Background: an optimization exercise with open tools, aiming at small area. Do not read the settings as production practice.
Only simulation tests tie the RTL to the original design; equivalence was not proved.
Power and IR drop assume default switching activity.

blue:
Design lhce_parse, start of the top module:
module lhce_parse (
    input  wire        clk,
    input  wire        rst,           
    input  wire        start,
    input  wire [3:0]  op,
    input  wire [15:0] src_addr,
    input  wire [15:0] src_len,
    input  wire [31:0] ph_src,
    input  wire [31:0] ph_dst,
    output wire        busy,
    output reg         done,
    output wire        mem_rd,
    output wire [9:0]  mem_addr,
    input  wire [31:0] mem_rdata,
    output wire [3:0]  err_code,
    output wire [3:0]  err_sub,
    output wire [31:0] r_csum,
    output wire [31:0] r_csum_field,
    output wire [31:0] r_ip_len,
    output wire [31:0] r_ip_misc,
    output wire [31:0] r_ip_src,
    output wire [31:0] r_ip_dst,
    output wire [31:0] r_ip_hdr,
    output wire [31:0] r_ip_chk,
    output wire [31:0] r_tcp_ports,
    output wire [31:0] r_tcp_seq,
    output wire [31:0] r_tcp_ack,
    output wire [31:0] r_tcp_ctl,
    output wire [31:0] r_tcp_csum,
    output wire [31:0] r_tcp_hdr,
    output wire [31:0] r_pay,
    output wire [31:0] r_out
);
Size in the first run: ~2300 cells after synthesis, ~27000 um^2 of cells after synthesis.
clock: 7.0 ns
lec_check: 0
cap_margin: 20
core_margin: 2
core_utilization: 60
cts_cluster_diameter: 70
cts_cluster_size: 36
place_density: 0.75
slew_margin: 20
synth_hierarchical: 1
synth_minimum_keep_size: 0
standard.sh (not shown) runs the stock make flow with config.mk's settings and CLKGATE_MAP_FILE= SYNTH_SCRIPT=/design/flow/synth_recipe.tcl, a recipe that flattens the netlist after the stock synthesis.
==> flow/flow/run.sh <==
#!/bin/bash
# Standard layout (the standard.sh, standard synthesis), with the port
# buffers that global placement inserts made of sky130_fd_sc_hd__buf_1 and
# one tie cell per constant value.
set -euo pipefail
export BUFFER_PORTS_ARGS="-buffer_cell sky130_fd_sc_hd__buf_1"
export SKIP_REPAIR_TIE_FANOUT=1
bash standard.sh > standard.log 2>&1
blue: all stages complete, timing, DRC and antenna checks passed
Relative to blue, the following input files were edited for red:
Settings: a change of CTS_CLUSTER_SIZE from 36 to 30; a change of CTS_CLUSTER_DIAMETER from 70 to 90.
==> notes.md <==
red went all the way through the flow, and no timing, DRC or antenna check failed.
Leakage power down about 1.8% in red wrt blue
Between red and blue, the switching fraction of total power figures differ only marginally.
The higher timing-limited maximum frequency of blue and red is in blue.
Between blue and red, the ratio of final minimum period to clock period is higher for red.

* * *

alpha:
lhce_parse, a different RTL version from the one above (not shown whole).
For scale: about 2700 cells after synthesis, about 710 flip-flops, about 0.028 sq mm of cells after synthesis.
Design lhce_parse, start of the top module:
module lhce_parse (
    input  wire        clk,
    input  wire        rst,           
    input  wire        start,
    input  wire [3:0]  op,
    input  wire [15:0] src_addr,
    input  wire [15:0] src_len,
    input  wire [31:0] ph_src,
    input  wire [31:0] ph_dst,
    output wire        busy,
    output reg         done,
    output wire        mem_rd,
    output wire [9:0]  mem_addr,
    input  wire [31:0] mem_rdata,
    output wire [3:0]  err_code,
    output wire [3:0]  err_sub,
    output wire [31:0] r_csum,
    output wire [31:0] r_csum_field,
    output wire [31:0] r_ip_len,
    output wire [31:0] r_ip_misc,
    output wire [31:0] r_ip_src,
    output wire [31:0] r_ip_dst,
    output wire [31:0] r_ip_hdr,
    output wire [31:0] r_ip_chk,
    output wire [31:0] r_tcp_ports,
    output wire [31:0] r_tcp_seq,
    output wire [31:0] r_tcp_ack,
    output wire [31:0] r_tcp_ctl,
    output wire [31:0] r_tcp_csum,
    output wire [31:0] r_tcp_hdr,
    output wire [31:0] r_pay,
    output wire [31:0] r_out
);
    localparam [3:0] S_IDLE  = 4'd0;
    localparam [3:0] S_PRE   = 4'd1;    
    localparam [3:0] S_TINIT = 4'd2;    
  ...
Settings: LEC_CHECK=0, CAP_MARGIN=20, CORE_MARGIN=2, CORE_UTILIZATION=40, CTS_CLUSTER_DIAMETER=90, CTS_CLUSTER_SIZE=30, PLACE_DENSITY=0.6, SLEW_MARGIN=20, SYNTH_HIERARCHICAL=1, SYNTH_MINIMUM_KEEP_SIZE=0; clock period 7.0 ns.
==> flow/flow/run.sh <==
#!/bin/bash
# Standard layout (the standard.sh, standard synthesis), with the port
# buffers that global placement inserts made of sky130_fd_sc_hd__buf_1.
set -euo pipefail
export BUFFER_PORTS_ARGS="-buffer_cell sky130_fd_sc_hd__buf_1"
bash standard.sh > standard.log 2>&1
Modified inputs, beta compared to alpha
- changing CTS_CLUSTER_DIAMETER from 90 to 40
- setting CTS_BUF_LIST to sky130_fd_sc_hd__clkbuf_4 for the first time
- changing CTS_CLUSTER_SIZE from 30 to 10
[summary]
Looking at count of vias placed by the detailed router, beta sits 504 above alpha.
When beta is set beside alpha, its total global-route track usage turns out to be 0.42 points larger.
Sort beta and alpha by cell count asc -> top: alpha
Comparing final worst slack for beta and alpha, the bigger number came from alpha.
Final worst-path cycle share, beta and alpha: smaller value in alpha
Summary of beta over alpha: proportion of power drawn by the clock network picked up an extra 0.9 points; power after layout picked up an extra 110 uW; reported net switching power picked up an extra about 5%; synthesis-to-finish area growth picked up an extra 0.60 points; clock edge transition at the registers on the reported setup and hold paths neither gained nor lost much.
Slew at the pin closest to its max-slew limit for beta is higher than for alpha.

-- separate check: timing with driven ports --
How much do the figures lean on ideal ports? The routed layouts below were timed once more, with nothing changed but the port constraints. Step 1, drivers: a clkbuf_16 drives clk and a buf_2 each remaining input, both assumed. Step 2 times the ports against the registers' clock, not the clock port: input delays grow and output delays shrink by t, the midpoint of the rising clock arrivals with the driver on. Three values: ideal ports, drivers, drivers and shift; two values: the first two.
run	t, ns	setup WS [ns]	worst hold slack (ns)	worst setup path at the end	cell pins on the clock port's net
blue	0.635	1.052 / 1.052 / 1.029	0.341 / 0.341 / 0.341	input to register	1
red	0.677	1.006 / 1.006 / 1.006	0.338 / 0.338 / 0.338	register to register	1
alpha	0.642	1.632 / 1.632 / 1.632	0.337 / 0.337 / 0.337	register to register	1
beta	0.956	1.429 / 1.368 / 1.662	0.272 / 0.272 / 0.272	register to register	1
After both steps every run listed still meets setup and hold. The setup slack of blue, which loses most, moves by 0.000 ns with the drivers and by -0.023 ns with both steps.
